What follows belongs to an exercise in optimizing a design on an open flow for small area, a short achievable clock period and few clock cycles; a production flow would make more cautious choices. Only simulation tests tie the RTL to the original design; equivalence was not proved. Power is estimated from default activity; no workload was simulated.

===== flow/config.mk =====
export PLATFORM = sky130hd
export DESIGN_NAME = tpx3_codec
export DESIGN_NICKNAME = tpx3_codec
export VERILOG_FILES = /design/flow/design.v
export SDC_FILE = /design/flow/constraint.sdc
export NUM_CORES = 4
export LEC_CHECK = 0
export CAP_MARGIN = 20
export CORE_MARGIN = 2
export CORE_UTILIZATION = 40
export PLACE_DENSITY = 0.6
export SETUP_SLACK_MARGIN = 5
export SLEW_MARGIN = 20

===== flow/constraint.sdc =====
create_clock -name core_clock -period 8.0 [get_ports {clk}]
set_input_delay 1.6000 -clock core_clock [delete_from_list [all_inputs] [get_ports {clk}]]
set_output_delay 1.6000 -clock core_clock [all_outputs]
set_load 0.01 [all_outputs]

===== flow/design.v =====
module tpx3_codec (
    input  wire        clk,
    input  wire        rst,
    input  wire        in_valid,
    output wire        in_ready,
    input  wire [7:0]  in_op,
    input  wire [47:0] in_a,
    input  wire [31:0] in_b,
    input  wire [31:0] in_c,
    input  wire [31:0] in_d,
    output wire        out_valid,
    input  wire        out_ready,
    output wire [47:0] out_res,
    output wire        out_err,
    output wire        out_amb
);
    localparam [7:0] OP_ADDR_ENC  = 8'h01;
    localparam [7:0] OP_ADDR_DEC  = 8'h02;
    localparam [7:0] OP_LFSR_STEP = 8'h08;
    localparam [7:0] OP_ENC_TOA   = 8'h10;
    localparam [7:0] OP_DEC_TOA   = 8'h11;
    localparam [7:0] OP_ENC_FTOA  = 8'h12;
    localparam [7:0] OP_DEC_FTOA  = 8'h13;
    localparam [7:0] OP_ENC_TOT   = 8'h14;
    localparam [7:0] OP_DEC_TOT   = 8'h15;
    localparam [7:0] OP_ENC_PC10  = 8'h18;
    localparam [7:0] OP_DEC_PC10  = 8'h19;
    localparam [7:0] OP_PKT_ASM   = 8'h40;
    localparam [7:0] OP_PKT_DIS   = 8'h41;
    localparam [7:0] OP_HIT_DEC   = 8'h43;
    localparam [9:0] TOT_OVV  = 10'h1FF;
    reg        s1_vld, s2_vld, s3_vld;
    reg [47:0] s1_res, s2_res, s3_res;            
    reg        s1_err, s2_err, s3_err;
    reg        s1_amb, s2_amb, s3_amb;
    reg [47:0] q0_res, q1_res;
    reg        q0_err, q1_err, q0_amb, q1_amb;
    reg        q0_vld, q1_vld;
    reg        wp, rp;
    reg        s1_enc, s2_enc, s3_enc;            
    reg        s1_dlo, s2_dlo, s3_dlo;            
    reg        s1_dhi, s2_dhi, s3_dhi;            
    reg        s1_glo, s1_ghi;                    
    wire       s1_cod = s1_enc | s1_dlo | s1_dhi;
    reg        s2_cod;       
    reg [4:0]  s2_k;         
    reg [4:0]  s3_r;         
    wire en   = !(q0_vld && q1_vld);     
    wire take = out_valid && out_ready;
    wire put  = en && s3_vld;             
    assign in_ready  = en;
    assign out_valid = rp ? q1_vld : q0_vld;
    assign out_res   = rp ? q1_res : q0_res;
    assign out_err   = rp ? q1_err : q0_err;
    assign out_amb   = rp ? q1_amb : q0_amb;
    function [13:0] gray2bin(input [13:0] g);
        integer i;
        for (i = 0; i < 14; i = i + 1)
            gray2bin[i] = ^(g >> i);
    endfunction
    wire [7:0]  op = in_op;
    wire [47:0] a  = in_a;
    wire [31:0] b  = in_b;
    wire [31:0] c  = in_c;
    wire [31:0] d  = in_d;
    wire a_hi4  = |a[47:4];
    wire a_hi8  = |a[47:8];
    wire a_hi10 = |a[47:10];
    wire a_hi14 = |a[47:14];
    wire a_hi16 = |a[47:16];
    wire hdr_ok = (a[47:44] == 4'b1010);
    wire [7:0]  t1 = c[7:0];
    wire [7:0]  t2 = c[15:8];
    wire [7:0]  t3 = c[23:16];
    wire [7:0]  t4 = c[31:24];
    wire        four = (|t3) && (|t4);
    wire        step_width_bad = (|b[31:5]) || (b[4:0] == 5'd0) || (b[4] && (|b[3:0]));
    wire        tb1 = (|t1[7:4]) || (!b[4] && (t1[3:0] >= b[3:0]));
    wire        tb2 = (|t2[7:4]) || (!b[4] && (t2[3:0] >= b[3:0]));
    wire        tb3 = (|t3[7:4]) || (!b[4] && (t3[3:0] >= b[3:0]));
    wire        tb4 = (|t4[7:4]) || (!b[4] && (t4[3:0] >= b[3:0]));
    wire        step_taps_bad = tb1 || tb2 || (four && (tb3 || tb4));
    reg  [15:0] step_mask;       
    integer     mi;
    always @* begin
        for (mi = 0; mi < 16; mi = mi + 1)
            step_mask[mi] = b[4] || (mi < b[3:0]);
    end
    wire        step_reg_bad = a_hi16 || (|(a[15:0] & ~step_mask));
    wire [15:0] sreg = a[15:0];
    wire        step_fb = sreg[t1[3:0]] ^ sreg[t2[3:0]] ^
                          (four ? (sreg[t3[3:0]] ^ sreg[t4[3:0]]) : 1'b0);
    wire [15:0] step_out = ({sreg[14:0], 1'b0} & step_mask) | {15'd0, step_fb};
    reg [47:0] c_res;
    reg        c_err, c_amb;
    reg        c_enc, c_dlo, c_dhi;
    reg        c_glo, c_ghi;
    always @* begin
        c_res = 48'd0;
        c_err = 1'b0;
        c_amb = 1'b0;
        c_enc = 1'b0;
        c_dlo = 1'b0;
        c_dhi = 1'b0;
        c_glo = 1'b0;
        c_ghi = 1'b0;
        case (op)
            OP_ADDR_ENC: begin
                c_err       = a_hi8 || (|b[31:8]);
                c_res[15:0] = {a[7:1], b[7:2], a[0], b[1:0]};
            end
            OP_ADDR_DEC: begin
                c_err       = a_hi16;
                c_res[15:0] = {a[15:9], a[2], a[8:3], a[1:0]};
            end
            OP_LFSR_STEP: begin
                c_err       = step_width_bad || step_taps_bad || step_reg_bad;
                c_res[15:0] = step_out;
            end
            OP_ENC_TOA: begin
                c_err       = a_hi14;
                c_res[13:0] = a[13:0] ^ {1'b0, a[13:1]};
            end
            OP_DEC_TOA: begin
                c_err       = a_hi14;
                c_res[13:0] = a[13:0];
                c_glo       = 1'b1;
            end
            OP_ENC_FTOA: begin
                c_res[3:0] = a_hi4 ? 4'd15 : a[3:0];
            end
            OP_DEC_FTOA: begin
                c_err      = a_hi4;
                c_res[3:0] = a[3:0];
            end
            OP_ENC_TOT, OP_ENC_PC10: begin
                if (a_hi10 || a[9:1] == 9'h1FF) c_res[9:0] = TOT_OVV;
                else begin
                    c_enc        = 1'b1;
                    c_res[13:4]  = a[9:0];
                end
            end
            OP_DEC_TOT, OP_DEC_PC10: begin
                c_err       = a_hi10;
                c_amb       = (a[9:0] == 10'd0);
                c_dlo       = !c_amb;
                c_res[13:4] = a[9:0];
            end
            OP_PKT_ASM: begin
                c_err = a_hi16 || (|b[31:14]) || (|c[31:10]) || (|d[31:4]);
                c_res = {4'b1010, a[15:0], b[13:0], c[9:0], d[3:0]};
            end
            OP_PKT_DIS: begin
                c_err = !hdr_ok;
                c_res = {4'd0, a[43:0]};
            end
            OP_HIT_DEC: begin
                c_err = (|b[31:1]) || d[0] || !hdr_ok;
                c_res = {4'd0, a[43:37], a[30], a[36:31], a[29:28],
                         a[27:14], a[13:4], a[3:0]};
                c_ghi = c[0];
                c_amb = !b[0] && (a[13:4] == 10'd0);
                c_dhi = !b[0] && c[0] && !c_amb;    
            end
            default: c_err = 1'b1;
        endcase
    end
    always @(posedge clk) begin
        if (rst) begin
            s1_vld <= 1'b0;
            s2_vld <= 1'b0;
            s3_vld <= 1'b0;
            q0_vld <= 1'b0;
            q1_vld <= 1'b0;
            wp     <= 1'b0;
            rp     <= 1'b0;
        end else begin
            if (en) begin
                s1_vld <= in_valid;
                s2_vld <= s1_vld;
                s3_vld <= s2_vld;
            end
            if ((put && !wp) || (take && !rp)) q0_vld <= put && !wp;
            if ((put &&  wp) || (take &&  rp)) q1_vld <= put &&  wp;
            if (put)  wp <= !wp;
            if (take) rp <= !rp;
        end
    end
    always @(posedge clk) begin
        if (put && !wp) begin
            q0_res <= d_res;  q0_err <= s3_err; q0_amb <= s3_amb;
        end
        if (put && wp) begin
            q1_res <= d_res;  q1_err <= s3_err; q1_amb <= s3_amb;
        end
    end
    always @(posedge clk) begin
        if (en) begin
            s1_res <= c_res;  s1_err <= c_err;  s1_amb <= c_amb;
            s1_enc <= c_enc;  s1_dlo <= c_dlo;  s1_dhi <= c_dhi;
            s1_glo <= c_glo;  s1_ghi <= c_ghi;
            s2_res <= b_res;  s2_err <= s1_err; s2_amb <= s1_amb & ~s1_err;
            s2_enc <= s1_enc; s2_dlo <= s1_dlo & ~s1_err; s2_dhi <= s1_dhi & ~s1_err;
            s2_cod <= (s1_enc | s1_dlo | s1_dhi) & ~s1_err;
            s2_k   <= b_k;
            s3_res <= c_res3; s3_err <= s2_err; s3_amb <= s2_amb;
            s3_enc <= s2_enc; s3_dlo <= s2_dlo; s3_dhi <= s2_dhi;
            s3_r   <= c_r;
        end
    end
    wire [13:0] gsrc = s1_ghi ? s1_res[27:14] : s1_res[13:0];
    wire [13:0] gbin = gray2bin(gsrc);
    wire [47:0] b_res = s1_err ? 48'd0 :
                        {s1_res[47:28],
                         s1_ghi ? gbin : s1_res[27:14],
                         s1_cod ? b_x  : s1_glo ? gbin[13:4] : s1_res[13:4],
                         s1_glo ? gbin[3:0] : s1_res[3:0]};
    wire [9:0]  s1_v = s1_res[13:4];
    wire [9:0]  fa = {s1_v[6:0], s1_v[9:7]};    
    wire [4:0]  pk;                                
    assign pk[0] = (fa[0] & (fa[1] ^ fa[3] ^ fa[7] ^ fa[9])) ^ (fa[1] & (1'b1 ^ fa[2] ^ fa[4])) ^ (fa[2] & (fa[4] ^ fa[5] ^ fa[6])) ^ (fa[3] & (1'b1 ^ fa[4] ^ fa[6] ^ fa[8])) ^ (fa[4] & (fa[5] ^ fa[7] ^ fa[8] ^ fa[9])) ^ (fa[5] & (1'b1 ^ fa[6] ^ fa[7])) ^ (fa[6] & (1'b1 ^ fa[8] ^ fa[9])) ^ (fa[7] & (fa[9])) ^ fa[8];
    assign pk[1] = (fa[0] & (fa[1] ^ fa[2] ^ fa[6] ^ fa[8])) ^ (fa[1] & (fa[2] ^ fa[4] ^ fa[8])) ^ (fa[2] & (1'b1 ^ fa[3] ^ fa[5])) ^ (fa[3] & (fa[5] ^ fa[6] ^ fa[7])) ^ (fa[4] & (1'b1 ^ fa[5] ^ fa[7] ^ fa[9])) ^ (fa[5] & (fa[6] ^ fa[8] ^ fa[9])) ^ (fa[6] & (1'b1 ^ fa[7] ^ fa[8])) ^ (fa[7] & (1'b1 ^ fa[9])) ^ fa[9];
    assign pk[2] = (fa[0] & (fa[1] ^ fa[3] ^ fa[5] ^ fa[8])) ^ (fa[1] & (1'b1 ^ fa[3] ^ fa[4] ^ fa[6] ^ fa[7] ^ fa[8])) ^ (fa[2] & (fa[6] ^ fa[7] ^ fa[8])) ^ (fa[3] & (fa[5] ^ fa[6] ^ fa[9])) ^ fa[4] ^ (fa[5] & (1'b1 ^ fa[6] ^ fa[7] ^ fa[9])) ^ (fa[6] & (1'b1 ^ fa[7] ^ fa[8])) ^ fa[7] ^ fa[8];
    assign pk[3] = (fa[0] & (1'b1 ^ fa[2] ^ fa[3] ^ fa[6] ^ fa[8] ^ fa[9])) ^ (fa[1] & (fa[2] ^ fa[3] ^ fa[5] ^ fa[8])) ^ (fa[2] & (fa[7] ^ fa[9])) ^ (fa[3] & (fa[4] ^ fa[5] ^ fa[8] ^ fa[9])) ^ (fa[4] & (fa[6] ^ fa[7] ^ fa[9])) ^ (fa[5] & (1'b1 ^ fa[6] ^ fa[7])) ^ (fa[6] & (1'b1 ^ fa[7] ^ fa[9])) ^ (fa[8] & (fa[9])) ^ fa[9];
    assign pk[4] = (fa[0] & (fa[1] ^ fa[2] ^ fa[4] ^ fa[7] ^ fa[9])) ^ (fa[1] & (fa[6] ^ fa[8] ^ fa[9])) ^ (fa[2] & (fa[3] ^ fa[4] ^ fa[7] ^ fa[8] ^ fa[9])) ^ (fa[3] & (fa[5] ^ fa[6] ^ fa[8] ^ fa[9])) ^ (fa[4] & (1'b1 ^ fa[5] ^ fa[6] ^ fa[9])) ^ (fa[5] & (1'b1 ^ fa[6] ^ fa[8] ^ fa[9])) ^ (fa[7] & (fa[8])) ^ fa[8];
    wire [4:0]  elo_k = s1_v[4:0];
    wire [9:0]  elo;                               
    assign elo[0] = (~elo_k[0] & elo_k[4]) | (elo_k[0] & elo_k[1] & elo_k[3]) | (~elo_k[0] & elo_k[1] & elo_k[2]) | (elo_k[0] & elo_k[2] & elo_k[3]) | (~elo_k[1] & elo_k[2] & ~elo_k[3] & ~elo_k[4]) | (~elo_k[0] & elo_k[1] & ~elo_k[3]);
    assign elo[1] = (elo_k[0] & elo_k[4]) | (~elo_k[0] & elo_k[2] & elo_k[3]) | (elo_k[1] & elo_k[2] & ~elo_k[4]) | (~elo_k[0] & ~elo_k[1] & ~elo_k[2] & ~elo_k[3]) | (elo_k[0] & elo_k[1] & ~elo_k[3]) | (elo_k[0] & elo_k[2] & ~elo_k[3]);
    assign elo[2] = (~elo_k[0] & elo_k[4]) | (elo_k[0] & elo_k[2] & elo_k[3]) | (~elo_k[0] & elo_k[2] & ~elo_k[3]) | (elo_k[0] & ~elo_k[1] & ~elo_k[2] & ~elo_k[3]) | (~elo_k[0] & ~elo_k[1] & ~elo_k[2] & elo_k[3]) | (elo_k[0] & elo_k[1] & elo_k[2] & ~elo_k[4]);
    assign elo[3] = (~elo_k[0] & elo_k[2] & ~elo_k[3]) | (~elo_k[1] & ~elo_k[2] & elo_k[3]) | (elo_k[0] & ~elo_k[3] & elo_k[4]) | (elo_k[0] & elo_k[3] & ~elo_k[4]) | (elo_k[1] & elo_k[2] & ~elo_k[3]) | (~elo_k[0] & ~elo_k[1] & elo_k[2] & elo_k[4]) | (~elo_k[0] & ~elo_k[2] & elo_k[3] & elo_k[4]);
    assign elo[4] = (~elo_k[0] & ~elo_k[1] & ~elo_k[2]) | (elo_k[0] & elo_k[2] & ~elo_k[3]) | (~elo_k[0] & elo_k[3] & ~elo_k[4]) | (~elo_k[0] & ~elo_k[3] & elo_k[4]) | (~elo_k[2] & elo_k[3] & elo_k[4]) | (~elo_k[1] & ~elo_k[2] & elo_k[3]) | (elo_k[0] & ~elo_k[1] & elo_k[2] & elo_k[4]);
    assign elo[5] = (~elo_k[2] & elo_k[3]) | (elo_k[0] & ~elo_k[3] & elo_k[4]) | (~elo_k[1] & ~elo_k[2] & ~elo_k[4]) | (elo_k[0] & elo_k[3] & ~elo_k[4]) | (~elo_k[0] & elo_k[3] & elo_k[4]) | (~elo_k[0] & elo_k[1] & elo_k[2] & ~elo_k[3]);
    assign elo[6] = (~elo_k[0] & elo_k[1] & ~elo_k[2]) | (elo_k[0] & ~elo_k[2] & elo_k[3]) | (~elo_k[0] & ~elo_k[1] & elo_k[4]) | (elo_k[0] & elo_k[3] & elo_k[4]) | (elo_k[0] & elo_k[1] & elo_k[2] & ~elo_k[3]) | (~elo_k[0] & elo_k[2] & elo_k[3] & ~elo_k[4]) | (~elo_k[1] & ~elo_k[2] & ~elo_k[3] & ~elo_k[4]) | (~elo_k[0] & ~elo_k[3] & elo_k[4]);
    assign elo[7] = (elo_k[0] & elo_k[1] & ~elo_k[2]) | (~elo_k[0] & ~elo_k[1] & elo_k[3]) | (elo_k[0] & ~elo_k[1] & elo_k[4]) | (~elo_k[0] & ~elo_k[2] & elo_k[3]) | (elo_k[0] & elo_k[2] & elo_k[3] & ~elo_k[4]) | (elo_k[0] & ~elo_k[2] & ~elo_k[3]) | (elo_k[1] & ~elo_k[2] & ~elo_k[4]) | (elo_k[0] & ~elo_k[3] & elo_k[4]) | (~elo_k[0] & elo_k[3] & elo_k[4]);
    assign elo[8] = (~elo_k[0] & elo_k[4]) | (elo_k[3] & elo_k[4]) | (~elo_k[0] & ~elo_k[1] & elo_k[2]) | (elo_k[0] & ~elo_k[1] & elo_k[3]) | (~elo_k[0] & ~elo_k[2] & ~elo_k[3]) | (elo_k[0] & elo_k[1] & ~elo_k[2] & ~elo_k[4]) | (~elo_k[0] & elo_k[2] & elo_k[3]);
    assign elo[9] = (elo_k[2] & elo_k[3]) | (elo_k[0] & elo_k[4]) | (elo_k[0] & ~elo_k[1] & ~elo_k[3]) | (~elo_k[0] & elo_k[1] & elo_k[3]) | (elo_k[0] & ~elo_k[2] & ~elo_k[3]) | (~elo_k[1] & elo_k[2] & ~elo_k[4]);
    wire [9:0]  b_x = s1_enc ? elo : fa;
    wire [4:0]  b_k = s1_enc ? s1_v[9:5] : pk;
    wire [5:0]  t6k = {s2_enc, s2_k};
    wire [4:0]  c_r;
    wire [9:0]  c_y;
    assign c_r[0] = (t6k[0] & ~t6k[1] & ~t6k[2]) | (t6k[0] & ~t6k[1] & t6k[3]) | (t6k[0] & ~t6k[2] & ~t6k[4]) | (~t6k[0] & t6k[1] & ~t6k[2] & t6k[3]) | (~t6k[0] & ~t6k[1] & ~t6k[3] & t6k[4]) | (t6k[0] & ~t6k[1] & ~t6k[4]) | (t6k[0] & t6k[2] & t6k[3] & t6k[4]) | (~t6k[0] & t6k[1] & t6k[2] & ~t6k[3] & ~t6k[4]);
    assign c_r[1] = (t6k[1] & t6k[2] & ~t6k[4]) | (~t6k[0] & ~t6k[1] & ~t6k[3]) | (~t6k[2] & ~t6k[3] & ~t6k[4]) | (~t6k[0] & t6k[1] & ~t6k[2] & t6k[4]) | (~t6k[0] & t6k[1] & t6k[2] & t6k[3]) | (t6k[0] & ~t6k[1] & ~t6k[2] & ~t6k[4]) | (t6k[1] & ~t6k[2] & t6k[3] & t6k[4]);
    assign c_r[2] = (t6k[0] & ~t6k[1] & ~t6k[3]) | (~t6k[2] & t6k[3] & ~t6k[4]) | (~t6k[1] & t6k[2] & ~t6k[3]) | (~t6k[0] & t6k[1] & ~t6k[2] & ~t6k[3]) | (~t6k[0] & ~t6k[1] & ~t6k[4]) | (t6k[0] & t6k[2] & ~t6k[3] & t6k[4]) | (~t6k[0] & t6k[1] & t6k[2] & t6k[3] & t6k[4]);
    assign c_r[3] = (~t6k[0] & t6k[2] & t6k[3]) | (t6k[0] & ~t6k[2] & t6k[4]) | (~t6k[1] & ~t6k[2] & ~t6k[3]) | (t6k[1] & t6k[3] & t6k[4]) | (~t6k[0] & ~t6k[1] & ~t6k[2] & ~t6k[4]) | (t6k[0] & ~t6k[1] & ~t6k[3] & ~t6k[4]) | (~t6k[0] & ~t6k[2] & ~t6k[3] & ~t6k[4]);
    assign c_r[4] = (~t6k[0] & ~t6k[1] & t6k[2]) | (t6k[0] & ~t6k[1] & t6k[4]) | (~t6k[0] & t6k[2] & ~t6k[3]) | (~t6k[0] & t6k[1] & ~t6k[2] & t6k[3]) | (~t6k[0] & t6k[2] & t6k[4]) | (t6k[0] & ~t6k[2] & t6k[3] & t6k[4]) | (t6k[0] & t6k[1] & t6k[2] & t6k[3] & ~t6k[4]);
    assign c_y[0] = (t6k[0] & t6k[1] & ~t6k[2] & ~t6k[3]) | (~t6k[0] & ~t6k[1] & t6k[2] & ~t6k[3]) | (t6k[0] & t6k[1] & t6k[2] & t6k[3]) | (~t6k[0] & t6k[1] & t6k[2] & ~t6k[4]) | (t6k[0] & ~t6k[1] & ~t6k[3] & t6k[5]) | (~t6k[2] & t6k[3] & t6k[4] & ~t6k[5]) | (~t6k[0] & ~t6k[1] & t6k[2] & t6k[4]) | (~t6k[0] & t6k[1] & t6k[3] & ~t6k[4]) | (t6k[0] & ~t6k[1] & t6k[4] & t6k[5]) | (~t6k[1] & t6k[2] & ~t6k[3] & t6k[4]) | (~t6k[0] & ~t6k[1] & t6k[2] & t6k[5]) | (t6k[0] & t6k[2] & t6k[4] & t6k[5]) | (t6k[1] & t6k[2] & ~t6k[4] & ~t6k[5]) | (~t6k[1] & ~t6k[3] & t6k[4] & t6k[5]) | (t6k[0] & t6k[2] & t6k[3] & ~t6k[4] & ~t6k[5]);
    assign c_y[1] = (t6k[0] & ~t6k[4] & t6k[5]) | (~t6k[0] & ~t6k[1] & t6k[2] & t6k[4]) | (t6k[0] & ~t6k[1] & t6k[3] & ~t6k[5]) | (~t6k[0] & t6k[2] & t6k[3] & t6k[5]) | (~t6k[1] & ~t6k[2] & ~t6k[3] & t6k[5]) | (t6k[0] & t6k[1] & t6k[2] & ~t6k[4]) | (t6k[0] & t6k[3] & t6k[4] & ~t6k[5]) | (~t6k[0] & t6k[1] & ~t6k[2] & t6k[4] & t6k[5]) | (~t6k[0] & t6k[2] & ~t6k[3] & ~t6k[4] & ~t6k[5]) | (~t6k[0] & t6k[2] & t6k[3] & t6k[4]) | (~t6k[1] & t6k[2] & t6k[4] & ~t6k[5]) | (~t6k[1] & t6k[3] & t6k[4] & ~t6k[5]) | (t6k[0] & t6k[1] & ~t6k[2] & t6k[4] & ~t6k[5]) | (~t6k[0] & t6k[1] & ~t6k[2] & t6k[3] & ~t6k[4] & ~t6k[5]);
    assign c_y[2] = (~t6k[0] & t6k[1] & t6k[2] & ~t6k[3]) | (~t6k[0] & t6k[2] & t6k[3] & t6k[4]) | (t6k[0] & ~t6k[1] & t6k[3] & ~t6k[5]) | (~t6k[0] & t6k[2] & ~t6k[3] & ~t6k[5]) | (t6k[0] & ~t6k[1] & t6k[4] & ~t6k[5]) | (t6k[1] & t6k[2] & t6k[4] & t6k[5]) | (t6k[0] & t6k[1] & ~t6k[2] & ~t6k[3] & t6k[4]) | (~t6k[0] & ~t6k[1] & ~t6k[2] & ~t6k[3] & t6k[5]) | (t6k[0] & ~t6k[1] & t6k[2] & ~t6k[3] & t6k[5]) | (t6k[0] & t6k[1] & ~t6k[2] & ~t6k[4] & t6k[5]) | (~t6k[0] & ~t6k[1] & t6k[3] & ~t6k[4] & t6k[5]) | (~t6k[1] & t6k[3] & t6k[4] & ~t6k[5]) | (~t6k[0] & t6k[1] & ~t6k[3] & t6k[4] & ~t6k[5]) | (t6k[0] & ~t6k[1] & ~t6k[3] & ~t6k[4] & t6k[5]) | (t6k[0] & t6k[2] & t6k[3] & ~t6k[4] & ~t6k[5]) | (~t6k[0] & t6k[1] & ~t6k[2] & t6k[3] & ~t6k[4] & ~t6k[5]);
    assign c_y[3] = (t6k[0] & ~t6k[2] & t6k[3]) | (t6k[0] & ~t6k[2] & ~t6k[5]) | (~t6k[0] & t6k[2] & ~t6k[3] & t6k[5]) | (~t6k[0] & t6k[1] & t6k[4] & ~t6k[5]) | (t6k[0] & t6k[1] & t6k[4] & t6k[5]) | (t6k[0] & ~t6k[1] & t6k[3] & ~t6k[4]) | (~t6k[1] & ~t6k[2] & t6k[3] & t6k[5]) | (t6k[0] & t6k[3] & t6k[4] & ~t6k[5]) | (~t6k[0] & t6k[1] & t6k[2] & t6k[3] & ~t6k[4]) | (t6k[1] & ~t6k[2] & t6k[3] & t6k[4]) | (t6k[0] & t6k[1] & t6k[3] & t6k[5]) | (t6k[0] & t6k[1] & ~t6k[3] & ~t6k[4] & ~t6k[5]) | (~t6k[0] & t6k[2] & t6k[3] & ~t6k[4] & ~t6k[5]);
    assign c_y[4] = (t6k[1] & t6k[3] & t6k[4]) | (t6k[1] & t6k[4] & ~t6k[5]) | (t6k[0] & ~t6k[1] & ~t6k[2] & ~t6k[3]) | (t6k[0] & t6k[1] & t6k[2] & ~t6k[3]) | (t6k[0] & ~t6k[2] & t6k[3] & ~t6k[5]) | (~t6k[0] & ~t6k[2] & t6k[3] & t6k[4]) | (~t6k[1] & ~t6k[2] & ~t6k[3] & t6k[5]) | (~t6k[0] & ~t6k[1] & t6k[2] & t6k[3] & ~t6k[5]) | (~t6k[0] & t6k[2] & ~t6k[3] & ~t6k[4] & t6k[5]) | (~t6k[0] & t6k[1] & ~t6k[2] & ~t6k[3] & ~t6k[5]) | (t6k[0] & ~t6k[1] & t6k[3] & ~t6k[4] & ~t6k[5]) | (t6k[0] & t6k[1] & ~t6k[3] & ~t6k[4] & t6k[5]);
    assign c_y[5] = (~t6k[0] & t6k[3] & t6k[4]) | (t6k[0] & ~t6k[2] & ~t6k[5]) | (~t6k[0] & ~t6k[2] & ~t6k[3] & ~t6k[4]) | (~t6k[0] & ~t6k[1] & t6k[2] & t6k[3]) | (t6k[0] & t6k[1] & ~t6k[2] & t6k[4]) | (~t6k[0] & ~t6k[1] & t6k[2] & t6k[4]) | (~t6k[0] & t6k[1] & t6k[3] & t6k[5]) | (t6k[0] & ~t6k[1] & ~t6k[4] & ~t6k[5]) | (t6k[1] & ~t6k[2] & ~t6k[3] & ~t6k[5]) | (~t6k[0] & t6k[2] & t6k[4] & t6k[5]) | (t6k[0] & t6k[1] & ~t6k[3] & t6k[4] & ~t6k[5]) | (~t6k[1] & t6k[2] & ~t6k[3] & t6k[4] & t6k[5]) | (t6k[0] & t6k[1] & t6k[2] & ~t6k[3] & ~t6k[4] & t6k[5]);
    assign c_y[6] = (~t6k[0] & ~t6k[1] & t6k[3] & t6k[4]) | (t6k[0] & ~t6k[2] & t6k[3] & ~t6k[5]) | (~t6k[0] & ~t6k[1] & t6k[2] & ~t6k[5]) | (~t6k[0] & t6k[3] & t6k[4] & ~t6k[5]) | (~t6k[0] & t6k[1] & ~t6k[2] & ~t6k[3] & t6k[4]) | (t6k[0] & t6k[1] & t6k[2] & ~t6k[3] & ~t6k[5]) | (t6k[1] & ~t6k[2] & ~t6k[3] & ~t6k[4] & ~t6k[5]) | (~t6k[1] & ~t6k[2] & t6k[3] & t6k[4]) | (~t6k[0] & ~t6k[1] & t6k[3] & ~t6k[5]) | (~t6k[0] & ~t6k[1] & t6k[2] & ~t6k[3] & ~t6k[4]) | (t6k[0] & t6k[1] & ~t6k[2] & t6k[3] & ~t6k[4]) | (t6k[0] & ~t6k[1] & ~t6k[2] & t6k[4] & ~t6k[5]) | (t6k[0] & t6k[2] & ~t6k[3] & ~t6k[4] & ~t6k[5]) | (~t6k[0] & t6k[1] & t6k[2] & t6k[3] & ~t6k[4] & t6k[5]) | (t6k[0] & t6k[1] & t6k[2] & t6k[3] & t6k[4] & t6k[5]);
    assign c_y[7] = (~t6k[0] & ~t6k[1] & t6k[2] & ~t6k[3]) | (~t6k[0] & t6k[1] & ~t6k[2] & t6k[3]) | (t6k[0] & t6k[1] & ~t6k[2] & ~t6k[4]) | (~t6k[1] & ~t6k[2] & ~t6k[3] & t6k[4]) | (~t6k[0] & t6k[1] & ~t6k[4] & t6k[5]) | (~t6k[1] & t6k[2] & ~t6k[4] & ~t6k[5]) | (~t6k[0] & ~t6k[2] & t6k[3] & ~t6k[4]) | (t6k[0] & t6k[1] & t6k[2] & ~t6k[3] & t6k[4]) | (t6k[0] & ~t6k[2] & t6k[3] & t6k[4] & ~t6k[5]) | (~t6k[0] & t6k[2] & t6k[3] & t6k[4] & ~t6k[5]) | (~t6k[1] & t6k[2] & ~t6k[3] & ~t6k[4]) | (t6k[0] & t6k[1] & t6k[2] & ~t6k[3] & ~t6k[5]) | (~t6k[0] & t6k[1] & ~t6k[2] & t6k[4] & ~t6k[5]);
    assign c_y[8] = (~t6k[0] & ~t6k[2] & t6k[3]) | (t6k[1] & t6k[2] & t6k[5]) | (~t6k[0] & ~t6k[1] & ~t6k[5]) | (~t6k[1] & ~t6k[2] & ~t6k[4] & t6k[5]) | (t6k[0] & t6k[1] & t6k[2] & ~t6k[3]) | (t6k[1] & ~t6k[2] & t6k[3] & ~t6k[4]) | (~t6k[1] & ~t6k[2] & t6k[3] & t6k[4]) | (~t6k[1] & ~t6k[3] & t6k[4] & ~t6k[5]) | (t6k[0] & ~t6k[1] & t6k[2] & t6k[3] & ~t6k[4]) | (~t6k[0] & t6k[1] & t6k[3] & ~t6k[4]) | (t6k[1] & ~t6k[2] & t6k[3] & ~t6k[5]) | (t6k[0] & t6k[1] & ~t6k[2] & ~t6k[4] & ~t6k[5]) | (t6k[0] & t6k[1] & ~t6k[3] & t6k[4] & t6k[5]);
    assign c_y[9] = (~t6k[3] & t6k[4] & t6k[5]) | (~t6k[0] & ~t6k[1] & ~t6k[3]) | (~t6k[0] & t6k[1] & t6k[3] & ~t6k[4]) | (~t6k[2] & t6k[3] & t6k[4] & ~t6k[5]) | (t6k[0] & t6k[1] & t6k[2] & t6k[4]) | (~t6k[1] & ~t6k[2] & ~t6k[4] & t6k[5]) | (~t6k[0] & ~t6k[1] & t6k[2] & ~t6k[5]) | (t6k[0] & t6k[1] & ~t6k[3] & ~t6k[4] & ~t6k[5]) | (t6k[0] & t6k[2] & ~t6k[3] & t6k[4]) | (~t6k[0] & t6k[2] & ~t6k[4] & ~t6k[5]) | (t6k[0] & t6k[1] & t6k[2] & t6k[3] & t6k[5]) | (~t6k[1] & t6k[2] & t6k[3] & ~t6k[4] & ~t6k[5]);
    wire [9:0]  s2_x = s2_res[13:4];
    wire [9:0]  c_p;
    wire s2_x_c_y_d0 = (s2_x[0] & c_y[0]);
    wire s2_x_c_y_d1 = (s2_x[0] & c_y[1]) ^ (s2_x[1] & c_y[0]);
    wire s2_x_c_y_d2 = (s2_x[0] & c_y[2]) ^ (s2_x[1] & c_y[1]) ^ (s2_x[2] & c_y[0]);
    wire s2_x_c_y_d3 = (s2_x[0] & c_y[3]) ^ (s2_x[1] & c_y[2]) ^ (s2_x[2] & c_y[1]) ^ (s2_x[3] & c_y[0]);
    wire s2_x_c_y_d4 = (s2_x[0] & c_y[4]) ^ (s2_x[1] & c_y[3]) ^ (s2_x[2] & c_y[2]) ^ (s2_x[3] & c_y[1]) ^ (s2_x[4] & c_y[0]);
    wire s2_x_c_y_d5 = (s2_x[0] & c_y[5]) ^ (s2_x[1] & c_y[4]) ^ (s2_x[2] & c_y[3]) ^ (s2_x[3] & c_y[2]) ^ (s2_x[4] & c_y[1]) ^ (s2_x[5] & c_y[0]);
    wire s2_x_c_y_d6 = (s2_x[0] & c_y[6]) ^ (s2_x[1] & c_y[5]) ^ (s2_x[2] & c_y[4]) ^ (s2_x[3] & c_y[3]) ^ (s2_x[4] & c_y[2]) ^ (s2_x[5] & c_y[1]) ^ (s2_x[6] & c_y[0]);
    wire s2_x_c_y_d7 = (s2_x[0] & c_y[7]) ^ (s2_x[1] & c_y[6]) ^ (s2_x[2] & c_y[5]) ^ (s2_x[3] & c_y[4]) ^ (s2_x[4] & c_y[3]) ^ (s2_x[5] & c_y[2]) ^ (s2_x[6] & c_y[1]) ^ (s2_x[7] & c_y[0]);
    wire s2_x_c_y_d8 = (s2_x[0] & c_y[8]) ^ (s2_x[1] & c_y[7]) ^ (s2_x[2] & c_y[6]) ^ (s2_x[3] & c_y[5]) ^ (s2_x[4] & c_y[4]) ^ (s2_x[5] & c_y[3]) ^ (s2_x[6] & c_y[2]) ^ (s2_x[7] & c_y[1]) ^ (s2_x[8] & c_y[0]);
    wire s2_x_c_y_d9 = (s2_x[0] & c_y[9]) ^ (s2_x[1] & c_y[8]) ^ (s2_x[2] & c_y[7]) ^ (s2_x[3] & c_y[6]) ^ (s2_x[4] & c_y[5]) ^ (s2_x[5] & c_y[4]) ^ (s2_x[6] & c_y[3]) ^ (s2_x[7] & c_y[2]) ^ (s2_x[8] & c_y[1]) ^ (s2_x[9] & c_y[0]);
    wire s2_x_c_y_d10 = (s2_x[1] & c_y[9]) ^ (s2_x[2] & c_y[8]) ^ (s2_x[3] & c_y[7]) ^ (s2_x[4] & c_y[6]) ^ (s2_x[5] & c_y[5]) ^ (s2_x[6] & c_y[4]) ^ (s2_x[7] & c_y[3]) ^ (s2_x[8] & c_y[2]) ^ (s2_x[9] & c_y[1]);
    wire s2_x_c_y_d11 = (s2_x[2] & c_y[9]) ^ (s2_x[3] & c_y[8]) ^ (s2_x[4] & c_y[7]) ^ (s2_x[5] & c_y[6]) ^ (s2_x[6] & c_y[5]) ^ (s2_x[7] & c_y[4]) ^ (s2_x[8] & c_y[3]) ^ (s2_x[9] & c_y[2]);
    wire s2_x_c_y_d12 = (s2_x[3] & c_y[9]) ^ (s2_x[4] & c_y[8]) ^ (s2_x[5] & c_y[7]) ^ (s2_x[6] & c_y[6]) ^ (s2_x[7] & c_y[5]) ^ (s2_x[8] & c_y[4]) ^ (s2_x[9] & c_y[3]);
    wire s2_x_c_y_d13 = (s2_x[4] & c_y[9]) ^ (s2_x[5] & c_y[8]) ^ (s2_x[6] & c_y[7]) ^ (s2_x[7] & c_y[6]) ^ (s2_x[8] & c_y[5]) ^ (s2_x[9] & c_y[4]);
    wire s2_x_c_y_d14 = (s2_x[5] & c_y[9]) ^ (s2_x[6] & c_y[8]) ^ (s2_x[7] & c_y[7]) ^ (s2_x[8] & c_y[6]) ^ (s2_x[9] & c_y[5]);
    wire s2_x_c_y_d15 = (s2_x[6] & c_y[9]) ^ (s2_x[7] & c_y[8]) ^ (s2_x[8] & c_y[7]) ^ (s2_x[9] & c_y[6]);
    wire s2_x_c_y_d16 = (s2_x[7] & c_y[9]) ^ (s2_x[8] & c_y[8]) ^ (s2_x[9] & c_y[7]);
    wire s2_x_c_y_d17 = (s2_x[8] & c_y[9]) ^ (s2_x[9] & c_y[8]);
    wire s2_x_c_y_d18 = (s2_x[9] & c_y[9]);
    assign c_p[0] = s2_x_c_y_d0 ^ s2_x_c_y_d10 ^ s2_x_c_y_d17;
    assign c_p[1] = s2_x_c_y_d1 ^ s2_x_c_y_d11 ^ s2_x_c_y_d18;
    assign c_p[2] = s2_x_c_y_d2 ^ s2_x_c_y_d12;
    assign c_p[3] = s2_x_c_y_d3 ^ s2_x_c_y_d10 ^ s2_x_c_y_d13 ^ s2_x_c_y_d17;
    assign c_p[4] = s2_x_c_y_d4 ^ s2_x_c_y_d11 ^ s2_x_c_y_d14 ^ s2_x_c_y_d18;
    assign c_p[5] = s2_x_c_y_d5 ^ s2_x_c_y_d12 ^ s2_x_c_y_d15;
    assign c_p[6] = s2_x_c_y_d6 ^ s2_x_c_y_d13 ^ s2_x_c_y_d16;
    assign c_p[7] = s2_x_c_y_d7 ^ s2_x_c_y_d14 ^ s2_x_c_y_d17;
    assign c_p[8] = s2_x_c_y_d8 ^ s2_x_c_y_d15 ^ s2_x_c_y_d18;
    assign c_p[9] = s2_x_c_y_d9 ^ s2_x_c_y_d16;
    wire [47:0] c_res3 = {s2_res[47:14], s2_cod ? c_p : s2_res[13:4], s2_res[3:0]};
    wire [9:0]  s3_p = s3_res[13:4];
    wire [6:0]  t2k = {s3_p[8], s3_p[7], s3_p[6], s3_p[4], s3_p[2], s3_p[1], s3_p[0]};
    wire [9:0]  u;                                 
    assign u[0] = (t2k[3] & ~t2k[4] & t2k[6]) | (t2k[0] & ~t2k[2] & t2k[4] & ~t2k[5]) | (t2k[3] & ~t2k[5] & ~t2k[6]) | (t2k[0] & t2k[4] & ~t2k[6]) | (~t2k[1] & ~t2k[4] & t2k[6]) | (~t2k[0] & t2k[1] & ~t2k[2] & t2k[4] & t2k[5]);
    assign u[1] = (~t2k[0] & ~t2k[3] & t2k[5]) | (~t2k[0] & t2k[2] & ~t2k[5]) | (~t2k[0] & ~t2k[1] & ~t2k[2] & t2k[6]) | (~t2k[0] & t2k[1] & ~t2k[4] & t2k[5]) | (t2k[0] & ~t2k[1] & ~t2k[3]) | (t2k[0] & ~t2k[4] & ~t2k[5]);
    assign u[2] = (t2k[2] & t2k[4]) | (~t2k[4] & ~t2k[5] & ~t2k[6]) | (~t2k[1] & t2k[2]) | (~t2k[0] & ~t2k[1] & t2k[4] & t2k[5]) | (~t2k[0] & t2k[2] & t2k[5]) | (t2k[0] & t2k[3] & ~t2k[5]);
    assign u[3] = (~t2k[1] & t2k[4] & ~t2k[5]) | (t2k[1] & ~t2k[4] & t2k[6]) | (~t2k[3] & ~t2k[5] & ~t2k[6]) | (~t2k[2] & ~t2k[3] & t2k[4] & t2k[5]) | (t2k[0] & t2k[1] & t2k[3]) | (~t2k[0] & ~t2k[1] & t2k[2] & t2k[5]);
    assign u[4] = (~t2k[0] & ~t2k[3] & t2k[5]) | (t2k[0] & t2k[5] & t2k[6]) | (~t2k[0] & t2k[1] & ~t2k[4] & ~t2k[5]) | (~t2k[0] & t2k[2] & ~t2k[4] & t2k[5]) | (~t2k[1] & ~t2k[4] & ~t2k[6]) | (t2k[1] & ~t2k[2] & t2k[4] & t2k[5]);
    assign u[5] = (~t2k[0] & ~t2k[3] & t2k[4]) | (t2k[1] & ~t2k[3] & ~t2k[4]) | (~t2k[1] & t2k[4] & t2k[5]) | (t2k[2] & t2k[4] & t2k[6]) | (~t2k[0] & t2k[5] & ~t2k[6]) | (t2k[0] & ~t2k[2] & ~t2k[3] & t2k[5]);
    assign u[6] = (t2k[0] & t2k[5]) | (t2k[0] & t2k[1] & t2k[4]) | (~t2k[0] & ~t2k[2] & ~t2k[5] & ~t2k[6]) | (t2k[1] & t2k[3] & t2k[4] & t2k[5]) | (t2k[0] & t2k[3]) | (~t2k[1] & t2k[2] & t2k[5]);
    assign u[7] = (~t2k[2] & ~t2k[4] & t2k[5]) | (~t2k[3] & t2k[4] & ~t2k[5]) | (t2k[0] & ~t2k[2] & t2k[5]) | (t2k[0] & t2k[2] & ~t2k[4]) | (t2k[1] & ~t2k[2] & t2k[5]) | (~t2k[0] & t2k[1] & t2k[2] & ~t2k[5]);
    assign u[8] = (t2k[3] & t2k[4] & t2k[5]) | (t2k[5] & ~t2k[6]) | (~t2k[1] & ~t2k[2] & ~t2k[4]) | (~t2k[1] & ~t2k[4] & ~t2k[5]) | (t2k[2] & ~t2k[3]) | (t2k[1] & t2k[3] & ~t2k[6]) | (t2k[1] & ~t2k[3] & ~t2k[5] & t2k[6]);
    assign u[9] = (t2k[0] & ~t2k[5]) | (t2k[4] & ~t2k[6]) | (t2k[1] & t2k[5] & ~t2k[6]) | (~t2k[1] & ~t2k[5] & t2k[6]) | (~t2k[0] & ~t2k[1] & ~t2k[2] & t2k[3]) | (~t2k[0] & t2k[2] & t2k[3] & t2k[4]);
    wire [4:0]  ag = u[4:0] & s3_r;
    wire [4:0]  ap = u[4:0] ^ s3_r;
    wire [5:0]  ac;
    assign ac[0] = 1'b0;
    assign ac[1] = ag[0];
    assign ac[2] = ag[1] | (ap[1] & ag[0]);
    assign ac[3] = ag[2] | (ap[2] & ag[1]) | (ap[2] & ap[1] & ag[0]);
    assign ac[4] = ag[3] | (ap[3] & ag[2]) | (ap[3] & ap[2] & ag[1]) | (ap[3] & ap[2] & ap[1] & ag[0]);
    assign ac[5] = ag[4] | (ap[4] & ac[4]);
    wire [4:0]  uhi1 = u[9:5] ^ {&u[8:5], &u[7:5], &u[6:5], u[5], 1'b1};
    wire [9:0]  dcnt = {ac[5] ? uhi1 : u[9:5], ap ^ ac[4:0]};
    wire [9:0]  ecnt = {s3_p[2:0], s3_p[9:3]};   
    wire [9:0]  cod  = s3_enc ? ecnt : dcnt;
    wire        cl   = s3_enc | s3_dlo;
    wire [47:0] d_res = {s3_res[47:14],
                         s3_dhi ? cod : cl ? {4'd0, cod[9:4]} : s3_res[13:4],
                         cl ? cod[3:0] : s3_res[3:0]};
endmodule

===== flow/run.sh =====
#!/bin/bash
# synth_recipe.tcl (not shown) runs the flow's synth.tcl, then flattens the netlist and writes it again
# the make line also repeats each setting of config.mk as NAME=value (left out here)
make -C /OpenROAD-flow-scripts/flow DESIGN_CONFIG=/design/flow/config.mk WORK_HOME=/design/flow/orfs CLKGATE_MAP_FILE= SYNTH_SCRIPT=/design/flow/synth_recipe.tcl finish

==> results of run 1 <==
==> worst register-to-register path, cell delays in order, from the launching register on <==
cell	delay (ps)
edfxtp_1	370
buf_6	150
buf_12	130
buf_16	120
buf_4	150
clkinvlp_4	100
buf_12	130
nand3_4	90
buf_4	150
a31oi_2	270
nor3_2	100
buf_6	160
nand2_1	90
xnor3_1	330
xor2_1	210
xnor3_1	340
mux2_2	280
==> cell families (layout without fill, tap and decap cells) <==
logic type,Yosys count,after routing
fa+ha+maj,56,56
other cells,1,2
xor+xnor,169,169
buf+inv,199,494
compound gates,436,436
flops,264,264
simple gates,499,502
mux,107,107
==> flip-flops by register name, summed over array words and instances, names as in the netlist, 5 cells and up <==
| name | cells |
|---|---|
| s3_res | 45 |
| s3_r | 5 |
| q0_res | 45 |
| s1_res | 45 |
| s2_k | 5 |
| q1_res | 45 |
| s2_res | 45 |
==> final cells by class <==
type	count	area, um^2
timing repair buffer	384	4030
clock inverter	19	139
tap	600	751
fill	3906	20600
clock buffer	30	708
inverter	61	256
multi-input combinational	1272	10900
sequential	264	7870
==> layer usage <==
layer | global-route usage (%) | vias up | routed length (um)
met5 | 0 | - | 8
met2 | 41.3 | 846 | 28700
li1 | - | 7051 | -
met1 | 31.7 | 7607 | 23800
met3 | 3.82 | 176 | 4710
met4 | 8.00 | 2 | 2150
==> layout by cell type, fill, tap and decap left out, types with 22 or more instances in the layout <==
cell	netlist	routed
nand3_1	29	25
a21oi_1	93	82
inv_1	57	43
xnor2_1	90	81
mux2i_1	31	30
o21ai_0	100	82
nor2_1	103	89
nor2b_1	42	39
a22o_1	22	22
xor2_1	44	42
clkbuf_16	0	28
buf_6	8	95
buf_4	14	114
mux2_4	0	41
buf_2	12	33
nand2_1	167	153
edfxtp_1	257	257
clkdlybuf4s50_1	0	64
ha_1	53	52
==> where the power goes <==
| group | total [uW] | switching [uW] | internal (uW) |
|---|---|---|---|
| Combinational | 967 | 504 | 462 |
| Clock | 1180 | 536 | 648 |
| Sequential | 1530 | 12.5 | 1520 |
==> per-stage QoR <==
step | power [uW] | utilization (%)
after global placement | 2170 | 46.0
after global routing | 3810 | 54.5
after floorplan | 1960 | -
after CTS | 3630 | 53.3
final | 3680 | 54.5
after detailed placement | 2180 | 46.0
==> timing repair <==
| item | in CTS | in global routing |
|---|---|---|
| cloned | 23 | 0 |
| buffers inserted | 107 | 31 |
| pin swaps | 106 | 47 |
| endpoints found under the setup margin | 141 | 121 |
| resized for setup | 842 | 93 |
| hold endpoints to repair | 0 | 0 |
==> worst max-delay path by stage <==
| stage | startpoint | to | cells past startpoint |
|---|---|---|---|
| after floorplan | in_b[15] | s1_err | 7 |
| after global placement | in_b[15] | s1_err | 9 |
| after detailed placement | in_b[15] | s1_err | 9 |
| after CTS | rp | out_res[47] | 5 |
| after global routing | s2_k[4] | s3_res[9] | 13 |
| final | s2_k[4] | s3_res[9] | 16 |
==> reports/summary.txt, run 1 <==
Critical-path cell list: buf_6, buf_12, buf_16, buf_4, clkinvlp_4, buf_12, nand3_4, buf_4, a31oi_2, nor3_2, buf_6, nand2_1, xnor3_1, xor2_1, xnor3_1, mux2_2
Register area share after synthesis: 43.0%
Most frequent cell after synthesis: edfxtp_1
Top post-synthesis cells by count: edfxtp_1, nand2_1, nor2_1
Number of synthesized flops with an enable pin: 257
Area fraction of the dominant cell type after synthesis: 42.2%
Max stage delay on crit path: 370 ps
Pleak: 0.00952 uW
Setup-failing EPs final: 0
Clk sinks: 264
WHS Endpoint: s3_res[29]
Via count: 15700
Cell chosen for the clock root: clkbuf_16
Min-delay worst type: reg2reg
Final Max Slew Viols: 0
Antenna diodes: 0
Max-Slew Margin vs Limit: 34.4%
Share of cells above drive strength 1: 31.4%
Max-Cap Viols: 0
Fin crit share: 42.6%
Dpl cells: 2420
Initial antenna violation count: 1
Synth Register Bits: 264
Core Area: 45300 um^2
Max Root-Sink Buffers: 3
Synth Area in Compound Gates: 16.3%
Hold depth: 0
Bufs and invs on worst path: 8
Synth area leader: edfxtp_1
Worst-path maximum fanout: 7
Synth warn: 1
Post-Syn Area per Cell: 10.6 um^2
Status: timing/DRC/antenna clean
Vias per Instance: 5.96
Die width: 218 um
Hold_sp: s2_res[29]
DRT antenna net count: 0
Clock Pin Slew Worst Setup and Hold Paths: 60 ps
Crit-path leading delay family: buffers and inverters
Async S/R FF share, synth: 0%
Post-Synth XOR/XNOR Area: 10.7%
VDD IR max: 0.140 mV
Non-filler cells, final: 2630
R2R cell count: 16
Simple logic cell fraction of the synthesized area: 13.6%
Nets@finish: 2222
Initial Utilization: 40.4%
Synthesized area: 18300 um^2
Final hold viol count: 0
Full die area: 47400 um^2
DRC viols: 0
Pwr per Cell Area: 149 nW/um^2
Mux cell area share after synthesis: 7.67%
Fmax: 0.293 GHz
Global route overflow: 0
RSZ-0062 raised after global routing: true
Total global-route track usage: 24.3%
Die Y-Extent: 218 um
I/O pins: 208
Placed Area: 20900 um^2
Detailed Routing Iterations Pass 1: 7
Critical-path cell with the highest stage delay: edfxtp_1
Main combinational cell family by area after synthesis: compound AO/OA/AOI/OAI gates
Top_reg_cell synth: edfxtp_1
Hpwl dp: 37500 um
Vias in the first global route: 15500
Final Wtd Congestion: 0.930
Startpoint types: register
Setup tns final: 0 ps
Pre-CTS setup slack: 3440 ps
Hold buffers post-CTS: 0
Clock skew: 12.4 ps
CP endpoint kind: register
Fin worst setup slack: 4590 ps
Worst EP required: 8300 ps
Worst EP arrival: 3710 ps
Reg2Reg Capture Point: s3_res[9]
WHS: 417 ps
Row count: 78
Adder-cell area share of the yosys netlist: 3.90%
Area Overhead vs Synth: 35.0%
DRT Wirelength: 59400 um
Mapped Cells: 1731
Initial DRC Count: 1943
CTS buffer count: 28
Top post-synthesis cells by area: edfxtp_1, xnor2_1, ha_1, nand2_1, mux2_2
Worst slew pin tran: 984 ps
WL/cell: 22.6 um
Final instance area: 24700 um^2
Worst skew pair latency: 560 ps
Largest net degree at the start of global routing: 80
# port buffers: 205
First-pass GRT wire length: 90100 um
CP Class: reg2reg
Reg2reg start: s2_k[4]
Crit path time final: 3410 ps
CTS tree: built
Netlist cell types: 109
Slack of the worst reg-to-reg path: 4590 ps
# H-tree levels: 1
Testbench counts, summed over its fixed seeds: cycles 1,632.
==> run 2: changes to the inputs <==
==> flow/flow/run.sh (new file) <==
#!/bin/bash
# The standard layout (standard.sh), except that the port buffers are
# buf_2 cells and timing repair may resize any cell to any size, not only to
# cells of the same footprint.  make's full output goes to make.log.
set -euo pipefail
bash standard.sh MATCH_CELL_FOOTPRINT=0 \
    "BUFFER_PORTS_ARGS=-buffer_cell sky130_fd_sc_hd__buf_2" finish > make.log 2>&1
==> flow/standard.sh (new file) <==
#!/bin/bash
# synth_recipe.tcl (not shown) runs the flow's synth.tcl, then flattens the netlist and writes it again
# the make line also repeats each setting of config.mk as NAME=value (left out here)
make -C /OpenROAD-flow-scripts/flow DESIGN_CONFIG=/design/flow/config.mk WORK_HOME=/design/flow/orfs CLKGATE_MAP_FILE= SYNTH_SCRIPT=/design/flow/synth_recipe.tcl "${@:-finish}"
removed: flow/run.sh
==> reports/summary.txt, run 2 <==
Status: timing/DRC/antenna clean
Synth Register Bits: 264
Most frequent cells in the layout: edfxtp_1, nand2_1, buf_4, buf_2, buf_6
Clock Pin Slew Worst Setup and Hold Paths: 60 ps
Total global-route track usage: 23.3%
Nets@finish: 2222
Core occupancy in the finished layout: 52.7%
Most frequent cell after synthesis: edfxtp_1
Area Overhead vs Synth: 30.5%
Startpoint types: register
Clock group share of total power: 34.6%
Top post-synthesis cells by count: edfxtp_1, nand2_1, nor2_1
Cell chosen for the clock root: clkbuf_16
Final Max Slew Viols: 0
Full die area: 47400 um^2
Hold depth: 0
WL/cell: 22.0 um
R2R cell count: 12
Setup-failing EPs final: 0
Worst slew pin tran: 949 ps
Clk sinks: 264
Tot Pwr: 3640 uW
Worst path most repeated cell: buf_4
Gate power share: 23.4%
Top_reg_cell synth: edfxtp_1
Sequential share of power: 42.0%
DRT Wirelength: 57900 um
Non-filler cells, final: 2633
Initial Utilization: 40.4%
Row count: 78
Layout fillers: 3938
Die width: 218 um
Share of cells above drive strength 1: 35.0%
Core Area: 45300 um^2
Bufs and invs on worst path: 3
# H-tree levels: 1
Mux cell area share after synthesis: 7.67%
Netlist cell types: 109
Final Wtd Congestion: 0.948
Post-Syn Area per Cell: 10.6 um^2
Simple logic cell fraction of the synthesized area: 13.6%
P_int: 2620 uW
Max Root-Sink Buffers: 3
Post-Synth XOR/XNOR Area: 10.7%
Synthesized area: 18300 um^2
Final instance area: 23900 um^2
Worst EP arrival: 3640 ps
Largest net degree at the start of global routing: 62
# port buffers: 205
Worst-path maximum fanout: 22
Worst skew pair latency: 560 ps
VDD IR max: 0.162 mV
Number of synthesized flops with an enable pin: 257
Sw Pwr: 1010 uW
RSZ-0062 raised after global routing: true
Global route overflow: 0
Antenna diodes: 0
Hold buffers post-CTS: 0
Placed Area: 19800 um^2
Max-Cap Viols: 0
Initial antenna violation count: 0
Main combinational cell family by area after synthesis: compound AO/OA/AOI/OAI gates
Max-Slew Margin vs Limit: 36.7%
Worst EP required: 8310 ps
Synth warn: 1
WHS Endpoint: s3_res[32]
CP endpoint kind: register
Via count: 15400
Mapped Cells: 1731
Vias in the first global route: 14700
CTS tree: built
Most common cell after layout, fill and taps aside: edfxtp_1
Worst setup startpoint: s2_k[4]
CP Class: reg2reg
Slack of the worst reg-to-reg path: 4670 ps
I/O pins: 208
Synth area leader: edfxtp_1
Die Y-Extent: 218 um
Register area share after synthesis: 43.0%
Pleak: 0.00938 uW
Adder-cell area share of the yosys netlist: 3.90%
Critical-path cell with the highest stage delay: xnor3_2
Top post-synthesis cells by area: edfxtp_1, xnor2_1, ha_1, nand2_1, mux2_2
Sw Share: 27.9%
Min-delay worst type: reg2reg
Setup tns final: 0 ps
Detailed Routing Iterations Pass 1: 8
Final hold viol count: 0
Max stage delay on crit path: 420 ps
Pwr per Cell Area: 152 nW/um^2
Area fraction of the dominant cell type after synthesis: 42.2%
First-pass GRT wire length: 86800 um
Hpwl dp: 37500 um
Synth Area in Compound Gates: 16.3%
Clock skew: 9.99 ps
Initial DRC Count: 1887
Reg2reg start: s2_k[4]
Reg2Reg Capture Point: s3_res[7]
CTS buffer count: 28
Async S/R FF share, synth: 0%
Hold_sp: s2_res[32]
Fmax: 0.300 GHz
Vias per Instance: 5.86
Critical-path cell list: buf_12, or2_4, o22ai_1, o31a_1, buf_4, nor3_4, buf_4, nand2_1, xnor3_1, xnor3_2, xnor2_1, mux2_2
DRT antenna net count: 0
Dpl cells: 2420
Crit-path leading delay family: XOR/XNOR gates
Fin crit share: 41.6%
Crit path time final: 3330 ps
DRC viols: 0
run 2: changes by cell type in the layout (fill, tap and decap cells not counted), moves of 8 or more:
cell	change
buf_4	+23
clkdlybuf4s15_1	-8
clkdlybuf4s50_1	-64
mux2_2	-8
buf_2	+87
clkdlybuf4s15_2	-8
dlygate4sd2_1	-18
mux2_4	+8
clkbuf_16	+12
buf_16	-14
run 2: cells by family (layout without fill, tap and decap cells):
family | Yosys count | after routing
AND/OR/NAND/NOR | 499 | 502
AO/OA/AOI/OAI | 436 | 436
flip-flops | 264 | 264
buffers and inverters | 199 | 497
XOR/XNOR | 169 | 169
multiplexers | 107 | 107
adder cells (fa/ha/maj) | 56 | 56
other | 1 | 2
run 2: stage by stage:
step / hold WS, ps / setup WS, ps
after global placement: 401 / 3810
after detailed placement: 405 / 3790
after floorplan: 400 / 4380
final: 419 / 4670
after global routing: 424 / 4570
after CTS: 419 / 4680
run 2: layout make-up:
| type | count | area, um^2 | share of cell area [%] |
|---|---|---|---|
| clock buffer | 31 | 712 | 2.98 |
| multi-input combinational | 1272 | 10800 | 45.1 |
| inverter | 61 | 259 | 1.09 |
| sequential | 264 | 7870 | 33.0 |
| clock inverter | 21 | 198 | 0.828 |
| timing repair buffer | 384 | 3320 | 13.9 |
| tap | 600 | 751 | 3.15 |
run 2: repair_timing:
item                                    CTS  global route
buffers inserted                         97            43
cloned                                   14             7
gates resized for setup                 173           254
pin swaps                                70            46
endpoints found under the setup margin  115           102
run 2: power groups by stage:
stage	clock, uW	sequential, uW	combinational (uW)
after floorplan	0	1560	404
after global placement	0	1560	570
after detailed placement	0	1560	570
after CTS	1300	1530	762
after global routing	1340	1530	903
final	1260	1530	852
run 2: how the worst max path moves through the flow:
stage	slack, ps	depth (start not counted)	end
after CTS	4680	3	out_res[21]
after global routing	4570	11	s3_res[8]
after detailed placement	3790	9	s1_err
after floorplan	4380	7	s1_err
after global placement	3810	9	s1_err
final	4670	12	s3_res[7]
run 2: per-layer routing:
| layer | vias to the layer above | track usage (%) | wire length [um] |
|---|---|---|---|
| met3 | 150 | 2.80 | 4090 |
| met4 | 0 | 7.35 | 2130 |
| met1 | 7424 | 32.1 | 24200 |
| met5 | - | 0 | 0 |
| met2 | 792 | 38.4 | 27400 |
| li1 | 7063 | - | - |
==> run 3: changes to the inputs <==
--- a/flow/config.mk
+++ b/flow/config.mk
@@ -10,4 +10,4 @@
 export CORE_UTILIZATION = 40
 export PLACE_DENSITY = 0.6
-export SETUP_SLACK_MARGIN = 5
+export SETUP_SLACK_MARGIN = 4
 export SLEW_MARGIN = 20
==> reports/summary.txt, run 3 <==
CTS tree: built
Final Max Slew Viols: 0
Max Root-Sink Buffers: 3
Synth Register Bits: 264
RSZ-0062 raised after global routing: false
VDD IR max: 0.147 mV
Setup tns final: 0 ps
DRC viols: 0
Most common cell after layout, fill and taps aside: edfxtp_1
Largest net degree at the start of global routing: 101
Nets@finish: 2073
Global route overflow: 0
Synth warn: 1
Sw Share: 27.7%
Max-Slew Margin vs Limit: 39.2%
Fin crit share: 46.9%
Initial DRC Count: 1518
Max stage delay on crit path: 450 ps
Top post-synthesis cells by area: edfxtp_1, xnor2_1, ha_1, nand2_1, mux2_2
CP endpoint kind: register
I/O pins: 208
Worst EP arrival: 4060 ps
Mapped Cells: 1731
Sw Pwr: 932 uW
Sequential share of power: 45.5%
Hpwl dp: 36800 um
Total global-route track usage: 21.4%
Worst-path maximum fanout: 43
Pwr per Cell Area: 163 nW/um^2
# port buffers: 205
Worst skew pair latency: 570 ps
Via count: 14300
Post-Syn Area per Cell: 10.6 um^2
Fin worst setup slack: 4250 ps
Status: timing/DRC/antenna clean
Crit path time final: 3750 ps
Gate power share: 17.0%
Most frequent cells in the layout: edfxtp_1, buf_2, nand2_1, nor2_1, o21ai_0
Bufs and invs on worst path: 2
Detailed Routing Iterations Pass 1: 8
Worst path most repeated cell: xnor3_1
Worst EP required: 8310 ps
Critical-path cell with the highest stage delay: xnor3_2
Most frequent cell after synthesis: edfxtp_1
P_int: 2430 uW
Antenna diodes: 0
Synth area leader: edfxtp_1
Final Wtd Congestion: 0.956
Final hold viol count: 0
Initial Utilization: 40.4%
DRT antenna net count: 0
Area fraction of the dominant cell type after synthesis: 42.2%
Clock Pin Slew Worst Setup and Hold Paths: 60 ps
Pleak: 0.00793 uW
CP Class: reg2reg
Hold buffers post-CTS: 0
Core Area: 45300 um^2
# H-tree levels: 1
Row count: 78
Worst slew pin tran: 911 ps
Full die area: 47400 um^2
Dpl cells: 2420
Number of synthesized flops with an enable pin: 257
Netlist cell types: 109
First-pass GRT wire length: 80300 um
Non-filler cells, final: 2485
Setup-failing EPs final: 0
Share of cells above drive strength 1: 21.5%
Async S/R FF share, synth: 0%
CTS buffer count: 29
Top_reg_cell synth: edfxtp_1
Top post-synthesis cells by count: edfxtp_1, nand2_1, nor2_1
Die Y-Extent: 218 um
Initial antenna violation count: 0
Die width: 218 um
Clock skew: 18.3 ps
Vias per Instance: 5.73
Register area share after synthesis: 43.0%
Vias in the first global route: 13800
Max-Cap Viols: 0
Critical-path cell list: buf_4, inv_1, a32oi_1, nand3_1, o21ai_1, xnor3_1, xnor3_2, xnor2_1, xnor3_1, mux2_2
Min-delay worst type: reg2reg
Clk sinks: 264
Crit-path leading delay family: XOR/XNOR gates
Clock group share of total power: 37.4%
Area Overhead vs Synth: 12.7%
Startpoint types: register
Cell chosen for the clock root: clkbuf_16
Fmax: 0.267 GHz
DRT Wirelength: 52000 um
Pre-CTS setup slack: 3870 ps
WL/cell: 20.9 um
Synthesized area: 18300 um^2
[run 3: changes by cell type in the layout (fill, tap and decap cells not counted), sizes merged]
cell / before / now
buf: 366 / 236
nand2: 170 / 167
inv: 56 / 61
clkinvlp: 10 / 1
clkinv: 14 / 19
clkbuf: 49 / 34
bufinv: 2 / 1
[run 3: what timing repair did]
item	4_1_cts	5_1_grt
setup buffers	0	11
gates resized for setup	0	3
endpoints found under the setup margin	0	16
hold endpoints to repair	0	0
[run 3: power groups by stage]
stage                     combinational, uW  sequential [uW]  clock [uW]
after floorplan                         385             1560           0
after global placement                  552             1560           0
after detailed placement                555             1560           0
after CTS                               557             1530        1290
after global routing                    619             1530        1340
final                                   573             1530        1260
[run 3: logic make-up after synthesis]
group | count (synthesis) | share of synthesized area [%]
flops | 264 | 43.0
xor+xnor | 169 | 10.7
fa+ha+maj | 56 | 3.90
other cells | 1 | 0.0205
buf+inv | 199 | 4.78
simple gates | 499 | 13.6
compound gates | 436 | 16.3
mux | 107 | 7.67
[run 3: worst paths after layout]
path         startpoint          to  slack [ps]  depth (start not counted)
max             s2_k[4]   s3_res[8]        4250                         10
min          s2_res[31]  s3_res[31]         420                          0
max reg2reg     s2_k[4]   s3_res[8]        4250                         10
min reg2reg  s2_res[31]  s3_res[31]         420                          0
[run 3: layout make-up]
cell class                      count  area [um^2]
Clock buffer                       33          741
Clock inverter                     21          151
Fill cell                        4248        24700
Inverter                           61          233
Multi-Input combinational cell   1269         9590
Sequential cell                   264         7860
Tap cell                          600          751
Timing Repair Buffer              237         1280
[run 3: worst register-to-register path: stages (launching register included)]
cell and delay (ps):
edfxtp_1 330, buf_4 380, inv_1 290, a32oi_1 260, nand3_1 390, o21ai_1 270, xnor3_1 430, xnor3_2 450
xnor2_1 170, xnor3_1 250, mux2_2 280
[run 3: per-stage QoR]
stage                     cell area (um^2)  hold slack, ps  power, uW  utilization (%)
after global routing                 20600             419       3490             45.5
after detailed placement             19600             405       2110             43.3
after global placement               19600             403       2110             43.3
after floorplan                      18300             400       1940                -
after CTS                            20500             414       3380             45.3
final                                20600             416       3360             45.5
[run 3: layer usage]
| layer | track usage, % | routed length, um | part of all wire, % |
|---|---|---|---|
| met5 | 0 | 0 | 0 |
| met1 | 29.4 | 22500 | 43 |
| met3 | 2.68 | 3380 | 6.5 |
| met2 | 35.6 | 24900 | 48 |
| met4 | 5.53 | 1190 | 2.3 |

-- re-timing with driven ports --
In the flow no input, the clock included, has a driving cell. The finished layouts below were timed again as built, in two steps.
Step 1, drivers: a clkbuf_16 drives clk and a buf_2 each remaining input, both assumed.
Step 2 moves the port delays by t, midway between the first and last clock arrival at a register: inputs arrive t later, outputs are due t later. That takes back most of the time a late clock gives input paths.
Three values: ideal ports, drivers, drivers and shift; two values: the first two.
| run | t (ns) | setup slack, ns | worst hold slack (ns) | latest minus earliest clock arrival (ns) |
|---|---|---|---|---|
| run 1 | 0.609 | 4.591 / 4.565 / 4.226 | 0.417 / 0.417 / 0.417 | 0.013 / 0.014 |
| run 2 | 0.609 | 4.670 / 4.634 / 4.200 | 0.419 / 0.419 / 0.419 | 0.013 / 0.013 |
| run 3 | 0.607 | 4.250 / 4.250 / 3.903 | 0.416 / 0.416 / 0.416 | 0.020 / 0.021 |
After both steps setup and hold are still met in every run listed. For run 2, which loses most, drivers alone change the setup slack by -0.036 ns; drivers and shift together by -0.470 ns.
